This design comes from an exercise in tuning for small area, a short achievable clock period and few clock cycles per item on the open sky130 flow, not from production work. The RTL was checked by simulation tests, not by an equivalence proof against the original design. Power and IR drop assume default switching activity.

File: constraint.sdc
create_clock -name core_clock -period 8.0 [get_ports {clk}]
set_input_delay 1.6000 -clock core_clock [delete_from_list [all_inputs] [get_ports {clk}]]
set_output_delay 1.6000 -clock core_clock [all_outputs]
set_load 0.01 [all_outputs]
File: flow/ports.tcl
# Port buffers (one per input and output port, as the standard flow makes):
# small buffers on the inputs, a stronger one on the outputs.
buffer_ports -inputs -buffer_cell sky130_fd_sc_hd__buf_1
buffer_ports -outputs -buffer_cell sky130_fd_sc_hd__buf_2
File: design.v
module cffu_chk (
    input  wire        clk,
    input  wire        rst,           
    input  wire        cmd_valid,
    output wire        cmd_ready,
    input  wire        cmd_crc32,     
    input  wire [19:0] cmd_len,       
    input  wire [31:0] cmd_expect,    
    input  wire        in_valid,
    output wire        in_ready,
    input  wire [31:0] in_data,
    output reg         done,
    output wire [31:0] result,
    output reg         match
);
    localparam [31:0] CRC_POLY = 32'hEDB88320;
    reg         cr_q;         
    reg         rdy_q;        
    reg         st_ini;       
    reg         st_run;       
    reg         st_afin;      
    reg         st_inv;       
    reg         st_fin;       
    reg  [3:0]  kcnt;
    reg         qstep, a_ex, b_ex;
    reg  [4:0]  icnt;
    reg         empty;        
    reg         alg_crc;
    reg  [1:0]  zpad;         
    reg  [31:0] expect_q;
    reg  [17:0] wcnt;         
    reg         wpart;        
    reg  [31:0] in_q;
    reg         in_v, in_l;
    reg  [9:0]  sw_s;
    reg  [10:0] sw_t;         
    reg  [11:0] sw_w;
    reg         sw_v, sw_l;
    reg  [16:0] xq;           
    reg         ga_q, gb_q;   
    reg  [15:0] lo, hi;       
    reg         a16;          
    reg  [1:0]  bh;           
    assign cmd_ready = cr_q;
    assign in_ready  = rdy_q;
    assign result    = {hi, lo};
    wire accept = cmd_valid & cr_q;
    wire crc_last = st_run & alg_crc & in_v & in_l;
    wire adl_last = st_run & !alg_crc & sw_v & sw_l;
    wire take   = in_valid & rdy_q;
    function [17:0] ks_add(input [17:0] a, input [17:0] b);
        integer i, d;
        reg [17:0] g, p, gg, pp;
        begin
            p  = a ^ b;
            g  = a & b;
            gg = g;
            pp = p;
            for (d = 1; d < 18; d = d * 2)
                for (i = 17; i >= d; i = i - 1) begin
                    gg[i] = gg[i] | (pp[i] & gg[i-d]);
                    pp[i] = pp[i] & pp[i-d];
                end
            ks_add = p ^ {gg[16:0], 1'b0};
        end
    endfunction
    function [17:0] csa_s(input [17:0] a, input [17:0] b, input [17:0] c);
        csa_s = a ^ b ^ c;
    endfunction
    function [17:0] csa_c(input [17:0] a, input [17:0] b, input [17:0] c);
        csa_c = {(a[16:0] & b[16:0]) | (a[16:0] & c[16:0]) | (b[16:0] & c[16:0]), 1'b0};
    endfunction
    function [17:0] add3(input [17:0] a, input [17:0] b, input [17:0] c);
        add3 = ks_add(csa_s(a, b, c), csa_c(a, b, c));
    endfunction
    function [6:0] mul15(input [2:0] x);
        case (x)
            3'd0: mul15 = 7'd0;
            3'd1: mul15 = 7'd15;
            3'd2: mul15 = 7'd30;
            3'd3: mul15 = 7'd45;
            3'd4: mul15 = 7'd60;
            3'd5: mul15 = 7'd75;
            3'd6: mul15 = 7'd90;
            default: mul15 = 7'd105;
        endcase
    endfunction
    wire [17:0] len_w  = cmd_len[19:2];
    wire        len_p  = |cmd_len[1:0];
    wire        wc0    = (wcnt == 18'd0);
    wire        wc1    = (wcnt == 18'd1);
    wire        wc2    = (wcnt == 18'd2);
    wire        last1  = wpart ? (in_v ? wc1 : wc0) : (in_v ? wc2 : wc1);
    reg  [17:0] wdec;
    integer     k;
    always @(*) begin
        for (k = 0; k < 18; k = k + 1) begin
            wdec[k]   = wcnt[k] ^ ~(|(wcnt & ((18'd1 << k) - 18'd1)));
        end
    end
    reg [31:0] tmask;
    always @(*) begin
        case (zpad)
            2'd1:    tmask = 32'h00FFFFFF;
            2'd2:    tmask = 32'h0000FFFF;
            2'd3:    tmask = 32'h000000FF;
            default: tmask = 32'hFFFFFFFF;
        endcase
    end
    wire [31:0] in_m = in_data & (last1 ? tmask : 32'hFFFFFFFF);
    wire [7:0]  d0 = in_q[7:0], d1 = in_q[15:8], d2 = in_q[23:16], d3 = in_q[31:24];
    wire [17:0] e0 = {10'd0, d0}, e1 = {10'd0, d1}, e2 = {10'd0, d2}, e3 = {10'd0, d3};
    wire [17:0] s_a = csa_s(e0, e1, e2), s_b = csa_c(e0, e1, e2);
    wire [17:0] s_sum18 = add3(s_a, s_b, e3);
    wire [9:0]  s_sum = s_sum18[9:0];
    wire [17:0] w_a = csa_s(e0 << 2, e1 << 1, e1), w_b = csa_c(e0 << 2, e1 << 1, e1);
    wire [17:0] w_c = csa_s(w_a, w_b, e2 << 1), w_d = csa_c(w_a, w_b, e2 << 1);
    wire [17:0] w_sum18 = add3(w_c, w_d, e3);
    wire [11:0] w_sum = w_sum18[11:0];
    wire [17:0] t_c = csa_s(s_a, s_b, e3), t_d = csa_c(s_a, s_b, e3);
    wire [17:0] t_sum18 = add3(t_c, t_d, 18'd15);
    wire [10:0] t_sum = t_sum18[10:0];
    wire [3:0]  zk     = {2'd0, zpad};
    wire        afin_n = adl_last | (st_ini & empty & !alg_crc) | (st_afin & !b_ex);
    wire [3:0]  kcnt_n = st_afin ? kcnt + 4'd1 : 4'd0;
    wire        qstep_n = afin_n & (zpad != 2'd0) & (kcnt_n >= 4'd2) & (kcnt_n <= zk + 4'd1);
    wire        a_ex_n  = afin_n & (kcnt_n == 4'd2);
    wire        b_ex_n  = afin_n & (kcnt_n == ((zpad == 2'd0) ? 4'd3 : zk + 4'd5));
    wire        ga_set = st_afin & (kcnt == 4'd1);
    wire        gb_set = st_afin & (kcnt == ((zpad == 2'd0) ? 4'd2 : zk + 4'd4));
    wire        ge_a   = (&lo[15:4]) & (|lo[3:0]);
    wire        ge_b   = (&hi[15:4]) & (|hi[3:0]);
    wire        fa     = a16 | ga_q;
    wire [1:0]  fb     = {bh[1], bh[0] | gb_q};
    wire [2:0]  a_top  = {a16, lo[15:14]};
    wire [17:0] a_nx18 = ks_add({2'd0, lo}, fa ? {7'd0, sw_t} : {8'd0, sw_s});
    wire [16:0] a_nx   = a_nx18[16:0];
    wire [17:0] b_nx   = add3({2'd0, hi}, {11'd0, mul15({1'b0, fb})}, {1'b0, xq});
    wire [16:0] x_op1  = sw_v ? {1'b0, lo[13:0], 2'd0} : qstep ? {1'b0, ~lo} : 17'd0;
    wire [16:0] x_op2  = sw_v ? {10'd0, mul15(a_top)} : 17'd0;
    wire [16:0] x_op3  = {5'd0, sw_w} | (qstep ? 17'd65507 : 17'd0);
    wire [17:0] x_nx18 = add3({1'b0, x_op1}, {1'b0, x_op2}, {1'b0, x_op3});
    wire [16:0] x_nx   = x_nx18[16:0];
    function [31:0] crc32_unbit(input [31:0] r);
        reg [31:0] t;
        begin
            t = r[31] ? (r ^ CRC_POLY) : r;
            crc32_unbit = {t[30:0], r[31]};
        end
    endfunction
    wire [31:0] crc_c  = {hi, lo};
    wire [31:0] crc_x  = ~crc_c ^ in_q;
    wire [31:0] crc_t;
    wire crc_s32 = crc_x[0] ^ crc_x[22];
    wire crc_s33 = crc_x[2] ^ crc_x[7];
    wire crc_s34 = crc_x[1] ^ crc_x[23];
    wire crc_s35 = crc_x[3] ^ crc_x[6];
    wire crc_s36 = crc_x[4] ^ crc_s32;
    wire crc_s37 = crc_x[5] ^ crc_x[8];
    wire crc_s38 = crc_x[17] ^ crc_x[24];
    wire crc_s39 = crc_x[18] ^ crc_x[25];
    wire crc_s40 = crc_x[10] ^ crc_x[26];
    wire crc_s41 = crc_x[11] ^ crc_x[27];
    wire crc_s42 = crc_x[12] ^ crc_x[28];
    wire crc_s43 = crc_x[13] ^ crc_x[29];
    wire crc_s44 = crc_x[14] ^ crc_x[30];
    wire crc_s45 = crc_x[15] ^ crc_x[31];
    wire crc_s46 = crc_x[9] ^ crc_x[21];
    wire crc_s47 = crc_x[20] ^ crc_s33;
    wire crc_s48 = crc_x[7] ^ crc_x[19];
    wire crc_s49 = crc_x[16] ^ crc_x[23];
    wire crc_s50 = crc_x[5] ^ crc_s45;
    wire crc_s51 = crc_x[24] ^ crc_x[28];
    wire crc_s52 = crc_x[25] ^ crc_x[29];
    wire crc_s53 = crc_x[19] ^ crc_x[27];
    wire crc_s54 = crc_s34 ^ crc_s40;
    wire crc_s55 = crc_x[0] ^ crc_s42;
    wire crc_s56 = crc_s38 ^ crc_s43;
    wire crc_s57 = crc_s39 ^ crc_s44;
    wire crc_s58 = crc_x[16] ^ crc_s36;
    wire crc_s59 = crc_x[8] ^ crc_x[26];
    wire crc_s60 = crc_x[3] ^ crc_x[4];
    wire crc_s61 = crc_x[2] ^ crc_x[9];
    wire crc_s62 = crc_x[9] ^ crc_x[11];
    wire crc_s63 = crc_x[6] ^ crc_x[30];
    wire crc_s64 = crc_s33 ^ crc_s46;
    wire crc_s65 = crc_s37 ^ crc_s38;
    wire crc_s66 = crc_s35 ^ crc_s37;
    wire crc_s67 = crc_x[31] ^ crc_s41;
    wire crc_s68 = crc_x[13] ^ crc_s36;
    wire crc_s69 = crc_s32 ^ crc_s50;
    wire crc_s70 = crc_x[3] ^ crc_x[10];
    wire crc_s71 = crc_x[14] ^ crc_x[20];
    wire crc_s72 = crc_x[1] ^ crc_x[21];
    wire crc_s73 = crc_x[10] ^ crc_x[15];
    wire crc_s74 = crc_x[5] ^ crc_x[14];
    wire crc_s75 = crc_x[18] ^ crc_x[26];
    wire crc_s76 = crc_x[4] ^ crc_x[15];
    wire crc_s77 = crc_x[19] ^ crc_x[25];
    wire crc_s78 = crc_s35 ^ crc_s48;
    wire crc_s79 = crc_x[12] ^ crc_s37;
    wire crc_s80 = crc_x[24] ^ crc_s40;
    wire crc_s81 = crc_s41 ^ crc_s63;
    wire crc_s82 = crc_s49 ^ crc_s71;
    wire crc_s83 = crc_x[22] ^ crc_s53;
    wire crc_s84 = crc_x[6] ^ crc_s49;
    wire crc_s85 = crc_s51 ^ crc_s76;
    wire crc_s86 = crc_x[31] ^ crc_s53;
    wire crc_s87 = crc_x[22] ^ crc_s48;
    wire crc_s88 = crc_x[2] ^ crc_s42;
    wire crc_s89 = crc_x[30] ^ crc_s39;
    wire crc_s90 = crc_x[28] ^ crc_s44;
    wire crc_s91 = crc_x[21] ^ crc_s42;
    wire crc_s92 = crc_s34 ^ crc_s47;
    wire crc_s93 = crc_s52 ^ crc_s54;
    wire crc_s94 = crc_s47 ^ crc_s79;
    wire crc_s95 = crc_s46 ^ crc_s55;
    wire crc_s96 = crc_s43 ^ crc_s55;
    wire crc_s97 = crc_s44 ^ crc_s56;
    wire crc_s98 = crc_s52 ^ crc_s65;
    wire crc_s99 = crc_s50 ^ crc_s58;
    wire crc_s100 = crc_x[17] ^ crc_s68;
    assign crc_t[0] = (crc_s92 ^ ((crc_s35 ^ crc_s59) ^ crc_s58));
    assign crc_t[1] = ((crc_s60 ^ (crc_x[27] ^ crc_s34)) ^ (crc_s64 ^ crc_s65));
    assign crc_t[2] = (((crc_s51 ^ crc_s61) ^ (crc_x[10] ^ crc_s39)) ^ (crc_s36 ^ crc_s66));
    assign crc_t[3] = ((((crc_x[4] ^ crc_x[5]) ^ crc_s62) ^ crc_s78) ^ crc_s93);
    assign crc_t[4] = (crc_s94 ^ (crc_s81 ^ (crc_x[4] ^ crc_s80)));
    assign crc_t[5] = (crc_s95 ^ (crc_s67 ^ ((crc_x[7] ^ (crc_x[13] ^ crc_x[25])) ^ crc_s66)));
    assign crc_t[6] = (((crc_s61 ^ crc_s70) ^ crc_s82) ^ crc_s96);
    assign crc_t[7] = (((crc_s72 ^ crc_s73) ^ (crc_x[11] ^ crc_s60)) ^ crc_s97);
    assign crc_t[8] = (((crc_x[2] ^ (crc_x[11] ^ crc_x[12])) ^ crc_s57) ^ crc_s99);
    assign crc_t[9] = (((crc_x[19] ^ crc_s45) ^ crc_s94) ^ crc_s100);
    assign crc_t[10] = (((crc_s74 ^ crc_s75) ^ crc_s64) ^ crc_s68);
    assign crc_t[11] = ((crc_s66 ^ crc_s83) ^ (crc_s73 ^ (crc_x[14] ^ crc_s34)));
    assign crc_t[12] = ((crc_s62 ^ crc_s47) ^ (crc_s84 ^ crc_s85));
    assign crc_t[13] = ((((crc_x[16] ^ crc_x[21]) ^ crc_s70) ^ (crc_x[7] ^ (crc_x[0] ^ crc_x[12]))) ^ crc_s98);
    assign crc_t[14] = (((crc_x[1] ^ crc_s39) ^ (crc_s63 ^ (crc_s59 ^ crc_s62))) ^ crc_s100);
    assign crc_t[15] = (((crc_s33 ^ crc_s74) ^ (crc_x[9] ^ (crc_x[12] ^ crc_x[18]))) ^ (crc_s54 ^ crc_s86));
    assign crc_t[16] = ((((crc_x[13] ^ crc_x[16]) ^ crc_s41) ^ crc_s54) ^ (crc_s85 ^ crc_s87));
    assign crc_t[17] = (crc_s98 ^ (crc_s88 ^ (crc_s41 ^ crc_s82)));
    assign crc_t[18] = (crc_s95 ^ (crc_s89 ^ (((crc_x[15] ^ crc_x[26]) ^ crc_s35) ^ crc_s56)));
    assign crc_t[19] = (crc_s58 ^ (((crc_x[31] ^ (crc_x[1] ^ crc_x[27])) ^ crc_s57) ^ (crc_s48 ^ (crc_s40 ^ crc_s43))));
    assign crc_t[20] = ((crc_s90 ^ ((crc_x[17] ^ crc_s41) ^ crc_s78)) ^ crc_s99);
    assign crc_t[21] = (crc_s69 ^ (crc_s88 ^ (crc_s75 ^ (crc_x[3] ^ (crc_x[17] ^ crc_x[29])))));
    assign crc_t[22] = ((crc_s47 ^ crc_s83) ^ (crc_s59 ^ ((crc_x[18] ^ crc_x[30]) ^ crc_s43)));
    assign crc_t[23] = ((((crc_x[23] ^ crc_x[3]) ^ crc_s46) ^ (crc_x[8] ^ (crc_x[0] ^ crc_x[20]))) ^ (crc_s86 ^ crc_s90));
    assign crc_t[24] = ((((crc_x[29] ^ crc_x[8]) ^ crc_s35) ^ (crc_s40 ^ crc_s45)) ^ ((crc_s49 ^ crc_s51) ^ crc_s64));
    assign crc_t[25] = (crc_s93 ^ (crc_s81 ^ (crc_s61 ^ (crc_x[20] ^ crc_s38))));
    assign crc_t[26] = ((crc_s80 ^ crc_s89) ^ (crc_s91 ^ ((crc_x[3] ^ crc_s33) ^ crc_s67)));
    assign crc_t[27] = (crc_s96 ^ ((((crc_x[16] ^ crc_x[6]) ^ crc_s77) ^ crc_s67) ^ crc_s92));
    assign crc_t[28] = (crc_s97 ^ (crc_s91 ^ (crc_s36 ^ crc_s84)));
    assign crc_t[29] = (crc_s69 ^ (crc_s57 ^ ((crc_x[7] ^ crc_s34) ^ crc_s56)));
    assign crc_t[30] = ((crc_s57 ^ crc_s87) ^ (crc_s60 ^ ((crc_x[20] ^ crc_x[24]) ^ crc_s45)));
    assign crc_t[31] = (((crc_s33 ^ crc_s35) ^ (crc_s72 ^ crc_s77)) ^ crc_s69);
    wire [31:0] crc_nx = ~crc_t;
    wire [31:0] crc_iv = ~crc32_unbit(~crc_c);
    wire inv_last   = st_inv & (icnt == 5'd0);
    wire to_fin     = (crc_last & (zpad == 2'd0)) | (st_ini & empty & alg_crc) | b_ex | inv_last;
    always @(posedge clk) begin
        if (cr_q) begin
            alg_crc  <= cmd_crc32;
            zpad     <= -cmd_len[1:0];
            expect_q <= cmd_expect;
            empty    <= (cmd_len == 20'd0);
            wpart    <= len_p;
        end
        if (cr_q)
            wcnt <= len_w;
        else if (in_v)
            wcnt <= wdec;
        in_q <= in_m;
        sw_s <= (in_v & !alg_crc) ? s_sum : 10'd0;
        sw_t <= (in_v & !alg_crc) ? t_sum : 11'd15;
        sw_w <= (in_v & !alg_crc) ? w_sum : 12'd0;
        xq   <= x_nx;
        ga_q <= ga_set & ge_a & !a16;
        gb_q <= gb_set & ge_b & !bh[0];
        if (st_ini) begin
            lo  <= alg_crc ? 16'd0 : 16'd1;
            hi  <= 16'd0;
            a16 <= 1'b0;
            bh  <= 2'd0;
        end else if (alg_crc & st_run & in_v) begin
            {hi, lo} <= crc_nx;
        end else if (alg_crc & st_inv) begin
            {hi, lo} <= crc_iv;
        end else begin
            {a16, lo} <= a_nx;
            {bh, hi}  <= b_nx;
            if (a_ex) a16 <= 1'b0;
            if (b_ex) bh  <= 2'd0;
        end
        if (st_ini)
            icnt <= {zpad, 3'b000} - 5'd1;
        else if (st_inv)
            icnt <= icnt - 5'd1;
        kcnt <= kcnt_n;
        if (rst) begin
            cr_q    <= 1'b1;
            rdy_q   <= 1'b0;
            st_ini  <= 1'b0;
            st_run  <= 1'b0;
            st_afin <= 1'b0;
            qstep   <= 1'b0;
            a_ex    <= 1'b0;
            b_ex    <= 1'b0;
            st_inv  <= 1'b0;
            st_fin  <= 1'b0;
            done    <= 1'b0;
            match   <= 1'b0;
            in_v    <= 1'b0;
            in_l    <= 1'b0;
            sw_v    <= 1'b0;
            sw_l    <= 1'b0;
        end else begin
            in_v <= take;
            in_l <= take & last1;
            sw_v <= in_v & !alg_crc;
            sw_l <= in_l;
            done  <= st_fin;
            match <= ({hi, lo} == expect_q);
            st_ini  <= accept;
            st_run  <= (st_ini & !empty) | (st_run & !crc_last & !adl_last);
            st_afin <= afin_n;
            qstep   <= qstep_n;
            a_ex    <= a_ex_n;
            b_ex    <= b_ex_n;
            st_inv  <= (crc_last & (zpad != 2'd0)) | (st_inv & !inv_last);
            st_fin  <= to_fin;
            cr_q    <= to_fin | (cr_q & !accept);
            if (accept)
                rdy_q <= (cmd_len != 20'd0);
            else if (take & last1)
                rdy_q <= 1'b0;
        end
    end
endmodule
File: standard.sh
#!/bin/bash
# synth_recipe.tcl (not shown) runs the flow's synth.tcl, then flattens the netlist and writes it again
# the make line also repeats each setting of config.mk as NAME=value (left out here)
make -C /OpenROAD-flow-scripts/flow DESIGN_CONFIG=/design/flow/config.mk WORK_HOME=/design/flow/orfs CLKGATE_MAP_FILE= SYNTH_SCRIPT=/design/flow/synth_recipe.tcl "${@:-finish}"
File: flow/remap.abc
strash; &get -n; &dch; &nf -D 2000; &put
File: flow/env.sh
export SETUP_MOVE_SEQUENCE=unbuffer,sizeup,swap,clone
File: flow/remap.ys
read_liberty -ignore_miss_func @LIB@
blackbox sky130_fd_sc_hd__df* sky130_fd_sc_hd__edf* sky130_fd_sc_hd__sdf* sky130_fd_sc_hd__dl* sky130_fd_sc_hd__sed*
read_verilog @IN@
hierarchy -top cffu_chk
flatten
opt -purge
abc -script @SCRIPT@ -liberty @LIB@ @DU@
opt_clean
hilomap -singleton -hicell sky130_fd_sc_hd__conb_1 HI -locell sky130_fd_sc_hd__conb_1 LO
splitnets
opt_clean -purge
stat -liberty @LIB@
write_verilog -noattr -noexpr -nohex -nodec @OUT@
File: flow/run.sh
#!/bin/bash
# Standard synthesis, then the combinational logic between the standard
# synthesis's registers is re-mapped by ABC for delay (registers, their names
# and cell types are kept as they are), then the standard layout with
# port buffers of our choosing.
set -euo pipefail
W=$(pwd)
R=$W/orfs/results/$FLOW_PLATFORM/cffu_chk/base
LIB=$FLOW_HOME/platforms/$FLOW_PLATFORM/lib/sky130_fd_sc_hd__tt_025C_1v80.lib

bash standard.sh synth > $W/flow_synth.log 2>&1

cp $R/1_2_yosys.v $W/standard_synth.v
DUARGS=""
for c in $(cat $W/flow/dontuse.txt); do DUARGS="$DUARGS -dont_use $c"; done
sed -e "s#@LIB@#$LIB#g" -e "s#@IN@#$W/standard_synth.v#" -e "s#@OUT@#$W/remapped.v#" \
    -e "s#@SCRIPT@#$W/flow/remap.abc#" -e "s#@DU@#$DUARGS#" $W/flow/remap.ys > $W/remap_run.ys
yosys -l $W/flow_remap.log -q $W/remap_run.ys > /dev/null 2>&1
cp $W/remapped.v $R/1_2_yosys.v
rm -f $R/1_synth.odb $R/1_synth.sdc

# repair settings, if any
if [[ -f $W/flow/env.sh ]]; then source $W/flow/env.sh; fi
# port buffers: see flow/ports.tcl
export DONT_BUFFER_PORTS=1
export PRE_GLOBAL_PLACE_TCL=$W/flow/ports.tcl
bash standard.sh > $W/flow_layout.log 2>&1
File: flow/dontuse.txt
sky130_fd_sc_hd__probe_p_8 sky130_fd_sc_hd__probec_p_8 sky130_fd_sc_hd__lpflow_bleeder_1 sky130_fd_sc_hd__lpflow_clkbufkapwr_1 sky130_fd_sc_hd__lpflow_clkbufkapwr_16 sky130_fd_sc_hd__lpflow_clkbufkapwr_2 sky130_fd_sc_hd__lpflow_clkbufkapwr_4 sky130_fd_sc_hd__lpflow_clkbufkapwr_8 sky130_fd_sc_hd__lpflow_clkinvkapwr_1 sky130_fd_sc_hd__lpflow_clkinvkapwr_16 sky130_fd_sc_hd__lpflow_clkinvkapwr_2 sky130_fd_sc_hd__lpflow_clkinvkapwr_4 sky130_fd_sc_hd__lpflow_clkinvkapwr_8 sky130_fd_sc_hd__lpflow_decapkapwr_12 sky130_fd_sc_hd__lpflow_decapkapwr_3 sky130_fd_sc_hd__lpflow_decapkapwr_4 sky130_fd_sc_hd__lpflow_decapkapwr_6 sky130_fd_sc_hd__lpflow_decapkapwr_8 sky130_fd_sc_hd__lpflow_inputiso0n_1 sky130_fd_sc_hd__lpflow_inputiso0p_1 sky130_fd_sc_hd__lpflow_inputiso1n_1 sky130_fd_sc_hd__lpflow_inputiso1p_1 sky130_fd_sc_hd__lpflow_inputisolatch_1 sky130_fd_sc_hd__lpflow_isobufsrc_1 sky130_fd_sc_hd__lpflow_isobufsrc_16 sky130_fd_sc_hd__lpflow_isobufsrc_2 sky130_fd_sc_hd__lpflow_isobufsrc_4 sky130_fd_sc_hd__lpflow_isobufsrc_8 sky130_fd_sc_hd__lpflow_isobufsrckapwr_16 sky130_fd_sc_hd__lpflow_lsbuf_lh_hl_isowell_tap_1 sky130_fd_sc_hd__lpflow_lsbuf_lh_hl_isowell_tap_2 sky130_fd_sc_hd__lpflow_lsbuf_lh_hl_isowell_tap_4 sky130_fd_sc_hd__lpflow_lsbuf_lh_isowell_4 sky130_fd_sc_hd__lpflow_lsbuf_lh_isowell_tap_1 sky130_fd_sc_hd__lpflow_lsbuf_lh_isowell_tap_2 sky130_fd_sc_hd__lpflow_lsbuf_lh_isowell_tap_4
File: config.mk
export PLATFORM = sky130hd
export DESIGN_NAME = cffu_chk
export DESIGN_NICKNAME = cffu_chk
export VERILOG_FILES = /design/flow/design.v
export SDC_FILE = /design/flow/constraint.sdc
export NUM_CORES = 4
export LEC_CHECK = 0
export CAP_MARGIN = 20
export CORE_MARGIN = 2
export CORE_UTILIZATION = 52
export SETUP_SLACK_MARGIN = 5
export SLEW_MARGIN = 20
export TNS_END_PERCENT = 0
==> results of run 1 <==
==> worst paths after layout <==
path | startpoint | to | slack (ns) | cells after the start
setup / recovery | a16$_SDFFE_PP0P_ | lo[13]$_SDFF_PP0_ | 4.80 | 11
hold / removal | st_fin$_SDFF_PP0_ | done$_SDFF_PP0_ | 0.45 | 1
setup reg to reg | a16$_SDFFE_PP0P_ | lo[13]$_SDFF_PP0_ | 4.80 | 11
hold reg to reg | st_fin$_SDFF_PP0_ | done$_SDFF_PP0_ | 0.45 | 1
==> area by class of cell <==
class	count	area, sq um	area share [%]
diodes	1	2.50	0.0163
repair buffers	22	165	1.08
clock inverters	15	181	1.18
flip-flops and latches	199	4650	30.3
well taps	335	419	2.73
inverters	23	86.3	0.562
clock buffers	17	425	2.77
multi-input cells	1359	9430	61.4
==> power groups by stage <==
stage	registers [W]	logic, W	clock network (W)
after global routing	0.00137	0.00316	0.000949
after CTS	0.00135	0.00292	0.000905
after global placement	0.00137	0.00291	0
after floorplan	0.00129	0.00218	0
after detailed placement	0.00137	0.00289	0
final	0.00136	0.00297	0.000899
==> stage by stage <==
step | cell area [sq um] | hold WS [ns] | total power [W] | setup slack [ns]
floorplan | 13900 | 0.414 | 0.00346 | 4.76
global placement | 14500 | 0.445 | 0.00428 | 4.42
detailed placement | 14500 | 0.445 | 0.00426 | 4.30
CTS | 15200 | 0.456 | 0.00517 | 4.79
global route | 15400 | 0.459 | 0.00547 | 4.64
finish | 15400 | 0.454 | 0.00524 | 4.80
==> timing repair <==
action | in CTS | in global routing
endpoints found under the setup margin | 55 | 60
resized for setup | 51 | 44
gates cloned | 1 | 0
pin swaps | 7 | 16
hold buffers | 0 | 0
==> state kept, by name, indices dropped and copies added, names as in the netlist, 2 cells and up <==
name	cells
expect_q	32
kcnt	4
wcnt	18
sw_s	10
sw_t	11
lo	16
in_q	32
hi	16
xq	17
bh	2
icnt	5
sw_w	12
zpad	2
==> per-layer routing <==
layer	GRT usage, %	vias to the layer above	part of all wire, %
met5	0	-	0
met1	43.5	5534	43
met3	5.41	101	7.7
met4	13.2	0	4.0
met2	50.7	462	45
li1	-	5696	-
==> cell usage in the layout, fill, tap and decap left out, drive strengths merged, types with 22 or more instances in the layout <==
| cell | instances |
|---|---|
| a21oi | 103 |
| and2 | 43 |
| buf | 22 |
| clkinv | 28 |
| dfxtp | 139 |
| edfxtp | 60 |
| maj3 | 36 |
| nand2 | 125 |
| nand3 | 35 |
| nor2 | 140 |
| nor3 | 43 |
| o21ai | 109 |
| xnor2 | 330 |
| xor2 | 101 |
==> worst max-delay path, cell delays in order (launching register included) <==
cell      delay (ns)
dfxtp_4         0.41
nor2_4          0.22
mux2_2          0.39
maj3_2          0.35
a221oi_2        0.29
o31a_1          0.27
o21bai_2        0.12
a311oi_2        0.37
nor2_2          0.13
mux2i_1         0.14
a221o_1         0.37
o21ai_0         0.06
==> results.ini, run 1 <==
[timing]
fin_crit_sh_pct = 40.0
layout_min_cycle_time_ns = 3.20
slew_viol_final = 0
max_clock_freq_mhz = 312
worstMarginPinSlew_ns = 1.02
fin_skew_ns = 0.0160
grt_setup_unrepaired = true
finalHoldViolCount = 0
setup_viol = 0
tns_ns = 0
maxSlewHeadroom_pct = 31.2

[routing]
routed_via_density = 5.98
drtAntennaViolNets = 0
first_iter_violations = 917
vias = 11800
finalWirelength_um = 44900
first_pass_iters = 19
wl_per_cell_um = 22.8
route.detailed.drc = 0

[cts]
cts_root_buf = clkbuf_16
cts_sinks = 199
cts_tree = done
htreeDepth = 4
post-cts-setup-buffers = 0
cts_max_path_buffers = 2
path_clk_slew_ns = 0.08
clk_latency_ns = 0.46
cts_buffers = 17

[place]
portBuffers = 124
dp_cells = 1937
dp_hpwl_um = 34300
gp_congestion = 1.02

[critical_path]
worstSetupEndpointType = flip-flop
worst-setup-path-type = flip-flop to flip-flop
crit_path_max_fanout = 12
arrival_ns = 3.57
cp.required_ns = 8.36
critPathLaunchType = flip-flop

[die]
ios = 125
placementRows = 59
die_h_um = 167
die_area_sq_mm = 0.0280
start_util_pct = 53.0
dieWidth_um = 167
core-area_sq_mm = 0.0261

[power_and_ir_drop]
combPwrFrac_pct = 56.8
p_clk_share_pct = 17.2
p_sw_share_pct = 45.3
intPower_w = 0.00286
pwr-share-seq_pct = 26.0
pwr_density_cell_mw_per_mm2 = 341
p_sw_w = 0.00237
ir_drop_mv = 0.191
cellLeakagePower_nw = 5.32

[final_layout]
fin_nets = 1711
drive_gt1_share_pct = 7.83
layoutNonFillerInstCount = 1971
fin_util_pct = 58.8
area_growth_pct = 10.8
fillers = 2417

[synthesis]
syn_inst = 1580
yosys_warnings = 1
syn_nets = 1669
netlist_area_sq_mm = 0.0139
syn_avg_cell_area_sq_um = 8.77

[global_routing]
grt_pass1_wl_um = 66900
track_usage_pct = 32.0
grt_max_degree = 77
antenna_found_initial = 2
grt_pass1_vias = 11100
grt_overflow_total = 0

[min_path]
hold_path_class = flip-flop to flip-flop

[flow_run]
maxCapViolations = 0

[outcome]
outcome = timing/DRC/antenna clean

Testbench counts, summed over its fixed seeds: cycles 47,128, bytes 184,073.
==> run 2, diff against run 1 <==
--- a/config.mk
+++ b/config.mk
@@ -8,5 +8,5 @@
 export CAP_MARGIN = 20
 export CORE_MARGIN = 2
-export CORE_UTILIZATION = 52
+export CORE_UTILIZATION = 45
 export SETUP_SLACK_MARGIN = 5
 export SLEW_MARGIN = 20
==> results.ini, run 2 <==
[flow_run]
maxCapViolations = 0  ; unchanged

[timing]
timing.final.ws_setup_ns = 4.75  ; -0.0519 ns
max_clock_freq_mhz = 307  ; -1.6%
fin_crit_sh_pct = 40.7  ; +0.65 points
layout_min_cycle_time_ns = 3.25  ; +0.0519 ns
tns_ns = 0  ; unchanged
slew_viol_final = 0  ; unchanged
grt_setup_unrepaired = true
fin_skew_ns = 0.0211  ; +0.00507 ns
worstMarginPinSlew_ns = 1.02  ; +0.00450 ns
maxSlewHeadroom_pct = 31.5  ; +0.25 points
setup_viol = 0  ; unchanged
finalHoldViolCount = 0  ; unchanged

[final_layout]
seq_area_sq_mm = 0.00463  ; -0.35%
drive_gt1_share_pct = 7.57  ; -0.25 points
antenna_cells = 0  ; -1
largestRegisters = expect_q x32, in_q x32, wcnt x18
area_growth_pct = 11.6
multi_input_area_sq_mm = 0.00945  ; +0.21%
layoutNonFillerInstCount = 2033  ; +3.1%
fin_nets = 1713  ; +0.12%
final_cell_mix = 324 x xnor2_1, 135 x nor2_1, 124 x nand2_1
fillers = 2891  ; +20%
final_common_cell = xnor2_1

[die]
die_area_sq_mm = 0.0322  ; +15%
dieWidth_um = 179  ; +7.3%
die_h_um = 179  ; +7.3%
start_util_pct = 45.5  ; -7.5 points
core-area_sq_mm = 0.0304  ; +16%
placementRows = 64  ; +8.5%
ios = 125  ; unchanged

[critical_path]
reg2reg_depth = 11  ; unchanged
cp.required_ns = 8.35  ; about the same
crit_slowest_cell = dfxtp_2
worst-setup-path-type = flip-flop to flip-flop
arrival_ns = 3.60  ; +0.03 ns
r2r-start = lo[14]$_SDFF_PP0_
cp_common_cell = o31ai_4
crit_path_max_fanout = 12  ; unchanged
rr_endpoint = xq[14]$_DFF_P_
critPathLaunchType = flip-flop
cp_cell_sequence = clkinv_1 > a21o_1 > nor3b_1 > nor3_1 > o31ai_4 > o211a_1 > o31a_1 > a31oi_4 > nor2_4 > o31ai_4 > xnor2_1
max_stage_delay_ns = 0.57  ; +0.16 ns
cp_num_buf_inv = 1  ; +1
crit_family = compound AO/OA/AOI/OAI gates
r2r_setup_slack_ns = 4.75  ; -0.05 ns
worstSetupEndpointType = flip-flop

[global_routing]
grt_pass1_vias = 11000  ; -1.0%
grt_max_degree = 77  ; unchanged
antenna_found_initial = 0  ; -2
grt_pass1_wl_um = 66900  ; about the same
grt_overflow_total = 0  ; unchanged
track_usage_pct = 27.6  ; -4.4 points

[cts]
path_clk_slew_ns = 0.07  ; about the same
cts_root_buf = clkbuf_16
clk_latency_ns = 0.46  ; about the same
cts_max_path_buffers = 2  ; unchanged
post-cts-setup-buffers = 0  ; unchanged
htreeDepth = 4  ; unchanged
cts_buffers = 17  ; unchanged
cts_sinks = 199  ; unchanged
cts_tree = done

[place]
portBuffers = 124  ; unchanged
gp_congestion = 0.965  ; -5.6%
dp_hpwl_um = 34200  ; -0.46%
place_ws_ns = 3.93  ; -0.369 ns
dp_cells = 1999  ; +3.2%

[power_and_ir_drop]
p_sw_share_pct = 43.6  ; -1.7 points
total_power_w = 0.00522  ; -0.34%
intPower_w = 0.00294  ; +2.8%
cellLeakagePower_nw = 5.33  ; about the same
pwr-share-seq_pct = 26.1  ; about the same
p_sw_w = 0.00228  ; -4.1%
p_clk_share_pct = 17.6  ; +0.4 points
pwr_density_cell_mw_per_mm2 = 338  ; -0.98%
ir_drop_mv = 0.269  ; +41%
combPwrFrac_pct = 56.4  ; -0.4 points

[synthesis]
syn_nets = 1669  ; unchanged
netlist_area_sq_mm = 0.0139  ; unchanged
syn_inst = 1580  ; unchanged
syn_avg_cell_area_sq_um = 8.77  ; unchanged
yosys_warnings = 1  ; unchanged

[min_path]
hold_path_depth = 1  ; unchanged
min_delay_worst_endpoint = done$_SDFF_PP0_
worstHoldStart = st_fin$_SDFF_PP0_
hold_path_class = flip-flop to flip-flop

[routing]
wl_per_cell_um = 22.3  ; -2.1%
first_iter_violations = 708  ; -23%
first_pass_iters = 5  ; -14
finalWirelength_um = 45400  ; +1.0%
vias = 11700  ; -0.78%
drtAntennaViolNets = 0  ; unchanged
route.detailed.drc = 0  ; unchanged
routed_via_density = 5.76  ; -3.8%

[outcome]
outcome = timing/DRC/antenna clean

[run 2: changes by cell type in the layout (fill, tap and decap cells not counted), moves of 3 or more]
cell      previous run  this run
dfxtp_1            111       108
inv_8                5         0
clkbuf_1             0         4
dfxtp_4             12         4
dfxtp_2             16        27
clkinv_8             3         0
[run 2: final cells by class]
| cell class | instances | share of cell area [%] |
|---|---|---|
| Sequential cell | 199 | 30.0 |
| Tap cell | 396 | 3.21 |
| Inverter | 23 | 0.559 |
| Clock inverter | 8 | 0.704 |
| Timing Repair Buffer | 24 | 1.17 |
| Clock buffer | 24 | 3.26 |
| Multi-Input combinational cell | 1359 | 61.1 |
[run 2: how the worst max path moves through the flow]
stage	cells after the start	from	slack, ns	end
6_report	11	lo[14]$_SDFF_PP0_	4.75	xq[14]$_DFF_P_
5_1_grt	11	sw_v$_SDFF_PP0_	4.61	xq[14]$_DFF_P_
4_1_cts	12	a16$_SDFFE_PP0P_	4.79	lo[13]$_SDFF_PP0_
3_5_place_dp	12	a16$_SDFFE_PP0P_	3.93	lo[13]$_SDFF_PP0_
3_3_place_gp	12	a16$_SDFFE_PP0P_	3.99	lo[13]$_SDFF_PP0_
2_1_floorplan	11	a16$_SDFFE_PP0P_	4.76	lo[13]$_SDFF_PP0_
[run 2: what timing repair did]
item                                   CTS  global route
pin swaps                               16            10
resized for setup                       66            23
hold buffers                             0             0
cloned                                   2             0
endpoints found under the hold margin    0             0
setup endpoints to repair               56            55
[run 2: metrics by stage]
step | cell area (sq um) | utilization (%) | hold slack, ns
2_1_floorplan | 13900 | - | 0.414
4_1_cts | 15400 | 50.5 | 0.457
6_report | 15500 | 50.8 | 0.456
3_5_place_dp | 14500 | 47.8 | 0.447
3_3_place_gp | 14500 | 47.8 | 0.440
5_1_grt | 15500 | 50.8 | 0.482
[run 2: routing by layer]
metal	routed length, um	global-route usage [%]
met2	20400	43.8
met1	20200	36.6
met5	0	0
met3	2910	5.45
met4	1820	11.7
[run 2: power by group through the flow]
stage | Clock (W) | Combinational [W] | Sequential, W
2_1_floorplan | 0 | 0.00218 | 0.00129
3_3_place_gp | 0 | 0.00290 | 0.00137
3_5_place_dp | 0 | 0.00289 | 0.00137
4_1_cts | 0.000925 | 0.00292 | 0.00136
5_1_grt | 0.000962 | 0.00313 | 0.00137
6_report | 0.000916 | 0.00294 | 0.00136
==> run 3, diff against run 2 <==
--- a/config.mk
+++ b/config.mk
@@ -8,5 +8,5 @@
 export CAP_MARGIN = 20
 export CORE_MARGIN = 2
-export CORE_UTILIZATION = 45
+export CORE_UTILIZATION = 48
 export SETUP_SLACK_MARGIN = 5
 export SLEW_MARGIN = 20
==> results.ini, run 3 <==
[timing]
layout_min_cycle_time_ns = 3.15  ; -0.102 ns
maxSlewHeadroom_pct = 35.8  ; +4.3 points
finalHoldViolCount = 0  ; unchanged
worstMarginPinSlew_ns = 0.958  ; -0.0668 ns
fin_crit_sh_pct = 39.4  ; -1.3 points
fin_skew_ns = 0.0144  ; -0.00664 ns
setup_viol = 0  ; unchanged
timing.final.ws_setup_ns = 4.85  ; +0.102 ns
slew_viol_final = 0  ; unchanged
tns_ns = 0  ; unchanged
grt_setup_unrepaired = true
max_clock_freq_mhz = 317  ; +3.2%
whs_ns = 0.454  ; -0.00200 ns

[final_layout]
layoutNonFillerInstCount = 2025  ; -0.39%
final_common_cell = xnor2_1
drive_gt1_share_pct = 8.65  ; +1.1 points
largestRegisters = expect_q x32, in_q x32, wcnt x18
final_cell_mix = 323 x xnor2_1, 136 x nor2_1, 125 x nand2_1
fin_util_pct = 54.2  ; +3.4 points
fillers = 2702  ; -6.5%
antenna_cells = 0  ; unchanged
fin_nets = 1717  ; +0.23%
area_growth_pct = 11.7

[cts]
cts_max_path_buffers = 2  ; unchanged
path_clk_slew_ns = 0.07  ; about the same
clk_latency_ns = 0.45  ; about the same
cts_tree = done
htreeDepth = 4  ; unchanged
cts_sinks = 199  ; unchanged
cts_buffers = 17  ; unchanged
cts_root_buf = clkbuf_16

[place]
portBuffers = 124  ; unchanged
dp_cells = 1992  ; -0.35%
dp_hpwl_um = 33500  ; -1.9%
gp_congestion = 1.01  ; +4.4%
place_ws_ns = 4.09  ; +0.158 ns

[power_and_ir_drop]
pwr_density_cell_mw_per_mm2 = 334  ; -1.1%
cellLeakagePower_nw = 5.35  ; +0.35%
ir_drop_mv = 0.181  ; -33%

[routing]
first_iter_violations = 794  ; +12%
first_pass_iters = 5  ; unchanged
finalWirelength_um = 44200  ; -2.5%
route.detailed.drc = 0  ; unchanged
drtAntennaViolNets = 0  ; unchanged
routed_via_density = 5.72  ; -0.58%
wl_per_cell_um = 21.8  ; -2.1%
vias = 11600  ; -0.97%

[synthesis]
yosys_warnings = 1  ; unchanged
syn_nets = 1669  ; unchanged
netlist_area_sq_mm = 0.0139  ; unchanged
syn_inst = 1580  ; unchanged
syn_avg_cell_area_sq_um = 8.77  ; unchanged

[critical_path]
cp_common_cell = a22oi_2
crit_path_max_fanout = 41  ; +29
cp_cell_sequence = nor2_1 > a22oi_2 > xor3_1 > a22oi_2 > o31ai_4 > o211a_1 > o211ai_1 > a41oi_2 > a31oi_2 > o21ai_0 > xnor2_1
max_stage_delay_ns = 0.62  ; +0.05 ns
cp.required_ns = 8.34  ; about the same
crit_slowest_cell = dfxtp_4
worstSetupEndpointType = flip-flop
arrival_ns = 3.49  ; -0.11 ns
critPathLaunchType = flip-flop
worst-setup-path-type = flip-flop to flip-flop

[global_routing]
grt_pass1_vias = 10900  ; -0.63%
antenna_found_initial = 0  ; unchanged
track_usage_pct = 29.4  ; +1.8 points
grt_max_degree = 77  ; unchanged
grt_overflow_total = 0  ; unchanged
grt_pass1_wl_um = 66500  ; -0.59%

[die]
start_util_pct = 48.5  ; +3.0 points
core-area_sq_mm = 0.0285  ; -6.2%
die_h_um = 174  ; -3.1%
ios = 125  ; unchanged
die_area_sq_mm = 0.0302  ; -6.1%
dieWidth_um = 174  ; -3.1%
placementRows = 62  ; -3.1%

[min_path]
hold_path_class = flip-flop to flip-flop

[flow_run]
maxCapViolations = 0  ; unchanged

[outcome]
outcome = timing/DRC/antenna clean

-- run 3: repair_timing --
action	CTS	global route
resized for setup	91	15
gates cloned	1	0
pin swaps	21	5
hold buffers	0	0
endpoints found under the setup margin	55	50
setup buffers	0	0
-- run 3: where the power goes --
group	switching, W	leakage [nW]	internal [W]
Sequential	0.000224	1.75	0.00113
Combinational	0.00162	3.31	0.00130
Clock	0.000438	0.284	0.000453
Total	0.00228	5.35	0.00288
-- run 3: area by class of cell --
| cell class | instances | area, sq um | share of cell area [%] |
|---|---|---|---|
| well taps | 384 | 480 | 3.10 |
| flip-flops and latches | 199 | 4660 | 30.1 |
| multi-input cells | 1359 | 9450 | 61.1 |
| repair buffers | 28 | 210 | 1.36 |
| clock inverters | 14 | 150 | 0.970 |
| inverters | 23 | 87.6 | 0.566 |
| clock buffers | 18 | 439 | 2.84 |
-- run 3: worst max-delay path, delay by kind of cell (launching register included) --
| kind | cells | cell delay, ns |
|---|---|---|
| compound gates | 8 | 1.77 |
| flops | 1 | 0.62 |
| xor+xnor | 2 | 0.54 |
| simple gates | 1 | 0.09 |
-- run 3: final timing paths --
path                                         from               to  slack (ns)  depth (start not counted)
worst max-delay path              sw_v$_SDFF_PP0_   xq[16]$_DFF_P_        4.85                         11
worst min-delay path            st_fin$_SDFF_PP0_  done$_SDFF_PP0_        0.45                          1
worst max register to register    sw_v$_SDFF_PP0_   xq[16]$_DFF_P_        4.85                         11
worst min register to register  st_fin$_SDFF_PP0_  done$_SDFF_PP0_        0.45                          1
-- run 3: per-layer routing --
layer / vias to the layer above / track usage, % / wire length, um
li1: 5712 / - / -
met1: 5449 / 39.6 / 19900
met2: 364 / 47.0 / 19900
met3: 62 / 5.16 / 2770
met4: 0 / 11.4 / 1630
met5: - / 0 / 0
-- run 3: per-stage QoR --
stage          cell area, sq um  power, W
3_5_place_dp              14600   0.00423
2_1_floorplan             13900   0.00346
3_3_place_gp              14600   0.00423
4_1_cts                   15400   0.00515
5_1_grt                   15500   0.00540
6_report                  15500   0.00517
==> run 4, diff against run 3 <==
--- a/config.mk
+++ b/config.mk
@@ -8,6 +8,6 @@
 export CAP_MARGIN = 20
 export CORE_MARGIN = 2
-export CORE_UTILIZATION = 48
+export CORE_UTILIZATION = 50
 export SETUP_SLACK_MARGIN = 5
 export SLEW_MARGIN = 20
-export TNS_END_PERCENT = 0
+export TNS_END_PERCENT = 5
==> results.ini, run 4 <==
[synthesis]
syn_nets = 1669  ; unchanged
yosys_warnings = 1  ; unchanged
netlist_area_sq_mm = 0.0139  ; unchanged
syn_avg_cell_area_sq_um = 8.77  ; unchanged
syn_inst = 1580  ; unchanged

[critical_path]
worstSetupEndpoint = hi[3]$_SDFF_PP0_
rr_endpoint = hi[3]$_SDFF_PP0_
cp_common_cell = xnor2_1
r2r_setup_slack_ns = 4.87  ; +0.02 ns
cp_cell_sequence = xnor2_1 > xnor2_2 > xnor2_1 > xnor2_1 > xor2_1 > xnor2_1 > o22ai_1
max_stage_delay_ns = 0.81  ; +0.19 ns
worstSetupEndpointType = flip-flop
cp_num_cells = 7  ; -4
reg2reg_depth = 7  ; -4
cp_num_buf_inv = 0  ; unchanged
arrival_ns = 3.43  ; -0.06 ns
cp-startpoint = hi[14]$_SDFF_PP0_
r2r-start = hi[14]$_SDFF_PP0_
critPathLaunchType = flip-flop
crit_path_max_fanout = 7  ; -83%
cp.required_ns = 8.30  ; -0.04 ns
crit_slowest_cell = dfxtp_1
worst-setup-path-type = flip-flop to flip-flop
crit_family = XOR/XNOR gates

[place]
portBuffers = 124  ; unchanged
placed_area_sq_mm = 0.0145  ; -0.41%
dp_hpwl_um = 34700  ; +3.5%
gp_congestion = 1.05  ; +4.5%

[timing]
layout_min_cycle_time_ns = 3.13  ; -0.0212 ns
maxSlewHeadroom_pct = 29.7  ; -6.1 points
worstMarginPinSlew_ns = 1.04  ; +0.0848 ns
grt_setup_unrepaired = true
fin_crit_sh_pct = 39.1  ; -0.27 points
slew_viol_final = 0  ; unchanged
finalHoldViolCount = 0  ; unchanged
max_clock_freq_mhz = 319  ; +0.68%
fin_skew_ns = 0.0222  ; +0.00773 ns
tns_ns = 0  ; unchanged
setup_viol = 0  ; unchanged

[cts]
post-cts-setup-buffers = 0  ; unchanged
cts_sinks = 199  ; unchanged
ctsHoldBuffers = 0  ; unchanged
clk_latency_ns = 0.45  ; about the same
cts_tree = done
cts_max_path_buffers = 2  ; unchanged
path_clk_slew_ns = 0.09  ; +0.02 ns
cts_buffers = 17  ; unchanged
htreeDepth = 4  ; unchanged
cts_root_buf = clkbuf_16

[routing]
first_pass_iters = 7  ; +2
route.detailed.drc = 0  ; unchanged
routed_via_density = 5.88  ; +2.8%
wl_per_cell_um = 22.6  ; +3.6%
finalWirelength_um = 45400  ; +2.7%
first_iter_violations = 949  ; +20%
drtAntennaViolNets = 0  ; unchanged
vias = 11800  ; +1.9%

[die]
placementRows = 60  ; -3.2%
ios = 125  ; unchanged
start_util_pct = 51.1  ; +2.6 points
dieWidth_um = 170  ; -2.0%
die_h_um = 170  ; -2.0%
core-area_sq_mm = 0.0271  ; -5.1%
die_area_sq_mm = 0.0291  ; -3.9%

[min_path]
hold_path_depth = 1  ; unchanged
worstHoldStart = st_fin$_SDFF_PP0_
hold_path_class = flip-flop to flip-flop

[power_and_ir_drop]
pwr_density_cell_mw_per_mm2 = 341  ; +2.2%
cellLeakagePower_nw = 5.38  ; +0.67%
ir_drop_mv = 0.197  ; +8.8%

[final_layout]
design_area_sq_mm = 0.0156  ; +0.93%
fin_nets = 1711  ; -0.35%
largestRegisters = expect_q x32, in_q x32, wcnt x18
final_common_cell = xnor2_1
final_cell_mix = 317 x xnor2_1, 135 x nor2_1, 125 x nand2_1
drive_gt1_share_pct = 10.2  ; +1.6 points
fillers = 2486  ; -8.0%
antenna_cells = 0  ; unchanged
area_growth_pct = 12.8

[global_routing]
antenna_found_initial = 1  ; +1
grt_overflow_total = 0  ; unchanged
track_usage_pct = 31.5  ; +2.2 points
grt_max_degree = 77  ; unchanged
grt_pass1_wl_um = 67400  ; +1.4%
grt_pass1_vias = 11100  ; +2.0%

[outcome]
outcome = timing/DRC/antenna clean

[flow_run]
maxCapViolations = 0  ; unchanged

-- run 4: cell types whose count changed in the layout (fill, tap and decap cells not counted), moves of 4 or more --
cell      before  now
xor2_2         1    6
xor2_1       100   95
maj3_1        32   28
inv_8          7    2
maj3_2         4    8
clkinv_8       0    6
buf_4         28   22
xnor2_1      323  317
xnor2_2        7   13
-- run 4: timing repair --
action	4_1_cts	5_1_grt
gates cloned	1	0
pin swaps	20	16
resized for setup	94	50
setup endpoints to repair	62	60
-- run 4: through the flow --
step	instances	total power, W	hold slack (ns)	setup slack [ns]	util [%]
floorplan	1580	0.00346	0.414	4.76	-
global placement	1974	0.00430	0.446	4.41	53.5
detailed placement	1974	0.00429	0.437	4.30	53.5
CTS	2007	0.00524	0.465	4.93	57.0
global route	2007	0.00556	0.485	4.74	57.6
finish	2007	0.00533	0.457	4.87	57.6
-- run 4: where the power goes --
group	internal [W]	total [W]	switching, W
logic	0.00131	0.00305	0.00174
clock network	0.000435	0.000921	0.000486
registers	0.00113	0.00136	0.000224
total	0.00288	0.00533	0.00245
-- run 4: how the worst min path moves through the flow --
stage                                  to  slack, ns
after floorplan           done$_SDFF_PP0_       0.41
after global placement    done$_SDFF_PP0_       0.45
after global routing      done$_SDFF_PP0_       0.48
after detailed placement  done$_SDFF_PP0_       0.44
final                     done$_SDFF_PP0_       0.46
after CTS                 done$_SDFF_PP0_       0.47
-- run 4: final cells by class --
cell class | instances | area (sq um) | area share, %
clock buffers | 17 | 425 | 2.72
clock inverters | 15 | 204 | 1.31
inverters | 23 | 86.3 | 0.553
multi-input cells | 1359 | 9610 | 61.5
flip-flops and latches | 199 | 4670 | 29.9
well taps | 372 | 465 | 2.98
repair buffers | 22 | 165 | 1.06
-- run 4: routing by layer --
layer  wire length [um]  share of wire [%]  track usage (%)
met5                  0                  0                0
met4               1540                3.4             11.4
met3               3830                8.4             6.81
met2              20500                 45             50.3
met1              19600                 43             42.1
==> run 5, diff against run 4 <==
--- a/config.mk
+++ b/config.mk
@@ -9,4 +9,5 @@
 export CORE_MARGIN = 2
 export CORE_UTILIZATION = 50
+export GPL_TIMING_DRIVEN = 0
 export SETUP_SLACK_MARGIN = 5
 export SLEW_MARGIN = 20
==> results.ini, run 5 <==
[routing]
first_iter_violations = 995  ; +4.8%
route.detailed.drc = 0  ; unchanged
routed_via_density = 5.72  ; -2.7%
vias = 12100  ; +2.3%
first_pass_iters = 7  ; unchanged
wl_per_cell_um = 20.5  ; -9.6%
finalWirelength_um = 43200  ; -5.0%
drtAntennaViolNets = 0  ; unchanged

[place]
placed_area_sq_mm = 0.0149  ; +2.5%
dp_hpwl_um = 32300  ; -6.9%
dp_cells = 2076  ; +5.2%
gp_congestion = 1.02  ; -3.1%
portBuffers = 124  ; unchanged

[power_and_ir_drop]
p_sw_share_pct = 43.3  ; -2.6 points
intPower_w = 0.00289  ; +0.31%
ir_drop_mv = 0.187  ; -4.9%
pwr_density_cell_mw_per_mm2 = 320  ; -6.2%
cellLeakagePower_nw = 5.56  ; +3.3%
p_sw_w = 0.00221  ; -9.8%
p_clk_share_pct = 17.2  ; about the same
pwr-share-seq_pct = 27.0  ; +1.5 points
combPwrFrac_pct = 55.8  ; -1.5 points

[critical_path]
worstSetupEndpointType = flip-flop
r2r_setup_slack_ns = 4.80  ; -0.07 ns
cp_common_cell = and2_0
crit_slowest_cell = dfxtp_1
max_stage_delay_ns = 0.64  ; -0.17 ns
cp_cell_sequence = xnor2_1 > and2_0 > nor2_1 > nand2_1 > or4_1 > o211ai_1 > nand3_1 > and2_0 > a21oi_2 > mux2i_1 > a31o_1
arrival_ns = 3.55  ; +0.12 ns
critPathLaunchType = flip-flop
crit_family = simple AND/OR/NAND/NOR gates
cp_num_buf_inv = 0  ; unchanged
crit_path_max_fanout = 9  ; +2
worst-setup-path-type = flip-flop to flip-flop
cp.required_ns = 8.35  ; +0.05 ns

[timing]
fin_crit_sh_pct = 40.0  ; +0.92 points
max_clock_freq_mhz = 312  ; -2.3%
finalHoldViolCount = 0  ; unchanged
layout_min_cycle_time_ns = 3.20  ; +0.0739 ns
grt_setup_unrepaired = true
worstMarginPinSlew_ns = 0.998  ; -0.0453 ns
slew_viol_final = 0  ; unchanged
tns_ns = 0  ; unchanged
fin_skew_ns = 0.0154  ; -0.00678 ns
maxSlewHeadroom_pct = 33.0  ; +3.3 points
setup_viol = 0  ; unchanged

[global_routing]
grt_pass1_wl_um = 64300  ; -4.6%
grt_max_degree = 78  ; +1.3%
grt_overflow_total = 0  ; unchanged
grt_pass1_vias = 11000  ; -1.2%
track_usage_pct = 29.8  ; -1.8 points
antenna_found_initial = 0  ; -1

[final_layout]
drive_gt1_share_pct = 10.0  ; -0.20 points
final_cell_mix = 316 x xnor2_1, 133 x nor2_1, 124 x nand2_1
fin_nets = 1813  ; +6.0%
layoutNonFillerInstCount = 2109  ; +5.1%
design_area_sq_mm = 0.0159  ; +2.0%
final_common_cell = xnor2_1
antenna_cells = 0  ; unchanged
largestRegisters = expect_q x32, in_q x32, wcnt x18
area_growth_pct = 15.0

[die]
dieWidth_um = 170  ; unchanged
placementRows = 60  ; unchanged
core-area_sq_mm = 0.0271  ; unchanged
start_util_pct = 51.1  ; unchanged
ios = 125  ; unchanged
die_h_um = 170  ; unchanged
die_area_sq_mm = 0.0291  ; unchanged

[synthesis]
netlist_area_sq_mm = 0.0139  ; unchanged
syn_inst = 1580  ; unchanged
syn_avg_cell_area_sq_um = 8.77  ; unchanged
yosys_warnings = 1  ; unchanged
syn_nets = 1669  ; unchanged

[min_path]
hold_path_class = flip-flop to flip-flop

[cts]
cts_root_buf = clkbuf_16
path_clk_slew_ns = 0.08  ; about the same
cts_sinks = 199  ; unchanged
cts_max_path_buffers = 2  ; unchanged
clk_latency_ns = 0.46  ; about the same
cts_buffers = 17  ; unchanged
htreeDepth = 4  ; unchanged
cts_tree = done

[flow_run]
maxCapViolations = 0  ; unchanged

[outcome]
outcome = timing/DRC/antenna clean

[run 5: area by class of cell]
cell class / count / area, sq um
clock buffers: 19 / 433
clock inverters: 13 / 145
fillers: 2485 / 11200
inverters: 23 / 87.6
multi-input cells: 1359 / 9620
flip-flops and latches: 199 / 4660
well taps: 372 / 465
repair buffers: 124 / 517
[run 5: through the flow]
stage	setup slack, ns	utilization (%)	hold WS, ns	power [W]
after global placement	4.00	54.8	0.438	0.00413
final	4.80	58.8	0.460	0.00510
after detailed placement	4.01	54.8	0.453	0.00414
after CTS	4.80	58.1	0.466	0.00505
after global routing	4.62	58.8	0.467	0.00535
after floorplan	4.76	-	0.414	0.00346
[run 5: power groups by stage]
stage	Combinational (W)	Sequential [W]	Clock, W
2_1_floorplan	0.00218	0.00129	0
3_3_place_gp	0.00274	0.00139	0
3_5_place_dp	0.00275	0.00139	0
4_1_cts	0.00280	0.00137	0.000885
5_1_grt	0.00304	0.00139	0.000922
6_report	0.00285	0.00137	0.000877
[run 5: per-layer routing]
| metal | up-vias | track usage [%] | share of wire, % |
|---|---|---|---|
| met4 | 0 | 11.1 | 3.0 |
| met1 | 5756 | 40.7 | 46 |
| met2 | 361 | 48.0 | 46 |
| met5 | - | 0 | 0 |
| met3 | 55 | 3.98 | 5.1 |
| li1 | 5900 | - | - |
[run 5: worst paths after layout]
check | start | endpoint | depth (start not counted)
hold reg to reg | st_fin$_SDFF_PP0_ | done$_SDFF_PP0_ | 1
setup reg to reg | hi[8]$_SDFF_PP0_ | bh[0]$_SDFFE_PP0P_ | 11
hold / removal | st_fin$_SDFF_PP0_ | done$_SDFF_PP0_ | 1
setup / recovery | hi[8]$_SDFF_PP0_ | bh[0]$_SDFFE_PP0P_ | 11
[run 5: worst register-to-register path, cell delays in order (launching register included)]
cell	delay [ns]
dfxtp_1	0.64
xnor2_1	0.14
and2_0	0.20
nor2_1	0.20
nand2_1	0.09
or4_1	0.48
o211ai_1	0.37
nand3_1	0.21
and2_0	0.22
a21oi_2	0.26
mux2i_1	0.12
a31o_1	0.19
[run 5: what timing repair did]
action,CTS,global route
gates cloned,1,0
gates resized for setup,98,43
setup endpoints to repair,86,85
buffers inserted,0,0
pin swaps,32,7
hold buffers,0,0
==> run 6, diff against run 5 <==
==> flow/env.sh (replaced) <==
export SETUP_MOVE_SEQUENCE=unbuffer,sizeup,swap,buffer,clone
--- a/config.mk
+++ b/config.mk
@@ -9,5 +9,4 @@
 export CORE_MARGIN = 2
 export CORE_UTILIZATION = 50
-export GPL_TIMING_DRIVEN = 0
 export SETUP_SLACK_MARGIN = 5
 export SLEW_MARGIN = 20
==> results.ini, run 6 <==
[cts]
cts_sinks = 199  ; unchanged
cts_buffers = 17  ; unchanged
cts_max_path_buffers = 2  ; unchanged
ctsHoldBuffers = 0  ; unchanged
htreeDepth = 4  ; unchanged
cts_root_buf = clkbuf_16
clk_latency_ns = 0.45  ; about the same
path_clk_slew_ns = 0.09  ; about the same
cts_tree = done

[flow_run]
maxCapViolations = 0  ; unchanged

[timing]
setup_viol = 0  ; unchanged
worstMarginPinSlew_ns = 1.08  ; +0.0873 ns
finalHoldViolCount = 0  ; unchanged
slew_viol_final = 0  ; unchanged
tns_ns = 0  ; unchanged
maxSlewHeadroom_pct = 27.2  ; -5.9 points
grt_setup_unrepaired = true
max_clock_freq_mhz = 316  ; +1.2%
fin_skew_ns = 0.0184  ; +0.00304 ns
layout_min_cycle_time_ns = 3.16  ; -0.0394 ns
fin_crit_sh_pct = 39.6  ; -0.49 points

[die]
die_area_sq_mm = 0.0291  ; unchanged
core-area_sq_mm = 0.0271  ; unchanged
dieWidth_um = 170  ; unchanged
ios = 125  ; unchanged
die_h_um = 170  ; unchanged
placementRows = 60  ; unchanged
start_util_pct = 51.1  ; unchanged

[critical_path]
crit_family = XOR/XNOR gates
crit_slowest_cell = dfxtp_1
r2r-start = hi[14]$_SDFF_PP0_
crit_path_max_fanout = 7  ; -2
cp_num_buf_inv = 0  ; unchanged
critPathLaunchType = flip-flop
worst-setup-path-type = flip-flop to flip-flop
cp-startpoint = hi[14]$_SDFF_PP0_
cp_common_cell = xnor2_1
max_stage_delay_ns = 0.82  ; +0.18 ns
arrival_ns = 3.46  ; -0.09 ns
cp.required_ns = 8.30  ; -0.05 ns
worstSetupEndpointType = flip-flop
cp_cell_sequence = xnor2_1 > xnor2_2 > xnor2_1 > xnor2_1 > xor2_1 > xnor2_1 > o22ai_1

[final_layout]
final_cell_mix = 314 x xnor2_1, 135 x nor2_1, 125 x nand2_1
fin_nets = 1731  ; -4.5%
final_common_cell = xnor2_1
antenna_cells = 0  ; unchanged
layoutNonFillerInstCount = 2027  ; -3.9%
largestRegisters = expect_q x32, in_q x32, wcnt x18
area_growth_pct = 13.7
drive_gt1_share_pct = 10.9  ; +0.86 points
fillers = 2468  ; -0.68%

[synthesis]
syn_inst = 1580  ; unchanged
syn_avg_cell_area_sq_um = 8.77  ; unchanged
syn_nets = 1669  ; unchanged
netlist_area_sq_mm = 0.0139  ; unchanged
yosys_warnings = 1  ; unchanged

[global_routing]
antenna_found_initial = 0  ; unchanged
grt_overflow_total = 0  ; unchanged
grt_max_degree = 77  ; -1.3%
track_usage_pct = 31.6  ; +1.8 points
grt_pass1_wl_um = 67300  ; +4.6%
grt_pass1_vias = 11100  ; +1.2%

[place]
dp_hpwl_um = 34700  ; +7.4%
gp_congestion = 1.05  ; +3.2%
portBuffers = 124  ; unchanged
dp_cells = 1974  ; -4.9%

[routing]
route.detailed.drc = 0  ; unchanged
first_iter_violations = 863  ; -13%
drtAntennaViolNets = 0  ; unchanged
vias = 11900  ; -1.7%
routed_via_density = 5.86  ; +2.3%
wl_per_cell_um = 22.5  ; +10%
finalWirelength_um = 45700  ; +5.8%
first_pass_iters = 5  ; -2

[min_path]
worstHoldStart = st_fin$_SDFF_PP0_
hold_path_class = flip-flop to flip-flop

[power_and_ir_drop]
pwr_density_cell_mw_per_mm2 = 338  ; +5.8%
cellLeakagePower_nw = 5.49  ; -1.3%
ir_drop_mv = 0.195  ; +4.2%

[outcome]
outcome = timing/DRC/antenna clean

==> run 6: cell type report <==
| class | instances | area, sq um | share of cell area, % |
|---|---|---|---|
| clock buffer | 17 | 425 | 2.70 |
| clock inverter | 15 | 204 | 1.29 |
| inverter | 23 | 86.3 | 0.548 |
| multi-input combinational | 1358 | 9580 | 60.8 |
| sequential | 199 | 4670 | 29.7 |
| tap | 372 | 465 | 2.95 |
| timing repair buffer | 43 | 323 | 2.05 |
==> run 6: metrics by stage <==
stage	total power [W]	setup slack (ns)	hold slack, ns	cell area (sq um)	utilization, %
after floorplan	0.00346	4.76	0.414	13900	-
after global placement	0.00430	4.41	0.446	14500	53.5
after detailed placement	0.00429	4.30	0.437	14500	53.5
after CTS	0.00525	4.93	0.465	15500	57.4
after global routing	0.00557	4.75	0.485	15800	58.1
final	0.00533	4.84	0.457	15800	58.1
==> run 6: path summary, 6_finish.rpt <==
kind	to	slack, ns	depth (start not counted)
max	hi[3]$_SDFF_PP0_	4.84	7
min	done$_SDFF_PP0_	0.46	1
max reg2reg	hi[3]$_SDFF_PP0_	4.84	7
min reg2reg	done$_SDFF_PP0_	0.46	1
==> run 6: metal layers <==
metal | vias to the layer above | GRT usage (%) | share of wire, %
li1 | 5743 | - | -
met1 | 5627 | 41.7 | 44
met2 | 400 | 49.8 | 45
met3 | 100 | 7.74 | 7.6
met4 | 0 | 12.4 | 3.9
met5 | - | 0 | 0
==> run 6: repair_timing <==
item	CTS	global route
pin swaps	20	16
endpoints found under the setup margin	62	55
setup buffers	17	4
resized for setup	87	52
==> run 6: worst reg2reg max path, cell delays in order (launching register included) <==
cell     delay [ns]
dfxtp_1        0.82
xnor2_1        0.44
xnor2_2        0.52
xnor2_1        0.18
xnor2_1        0.59
xor2_1         0.24
xnor2_1        0.16
o22ai_1        0.09
==> run 6: power breakdown <==
group          leakage, nW  total (W)  switching, W  internal, W
Sequential            1.75    0.00136      0.000226      0.00113
Combinational         3.43    0.00306       0.00173      0.00132
Clock                0.303   0.000917      0.000482     0.000435

## static timing again, ports no longer ideal
In the flow no input, the clock included, has a driving cell. The finished layouts below were timed again as built, in two steps.
Step 1, drivers: a clkbuf_16 drives clk and a buf_2 each remaining input, both assumed.
Step 2 also shifts input and output timing later by t, the mid clock arrival at the registers, as if the neighbouring blocks saw the same clock.
Three values: no drivers, after step 1, after step 2; two values: the first two.
run	t, ns	setup WS [ns]	worst setup path after step 2	slew at the worst register clock pin (ns)	cell pins on the clock port's net
run 1	0.506	4.799 / 4.799 / 4.799	register to register	0.09 / 0.09	1
run 2	0.504	4.747 / 4.747 / 4.747	register to register	0.08 / 0.08	1
run 3	0.498	4.849 / 4.849 / 4.849	register to register	0.08 / 0.08	1
run 4	0.496	4.870 / 4.870 / 4.870	register to register	0.10 / 0.10	1
run 5	0.506	4.796 / 4.777 / 4.796	register to register	0.09 / 0.09	1
run 6	0.495	4.836 / 4.836 / 4.836	register to register	0.09 / 0.09	1
After both steps every run listed still meets setup and hold.
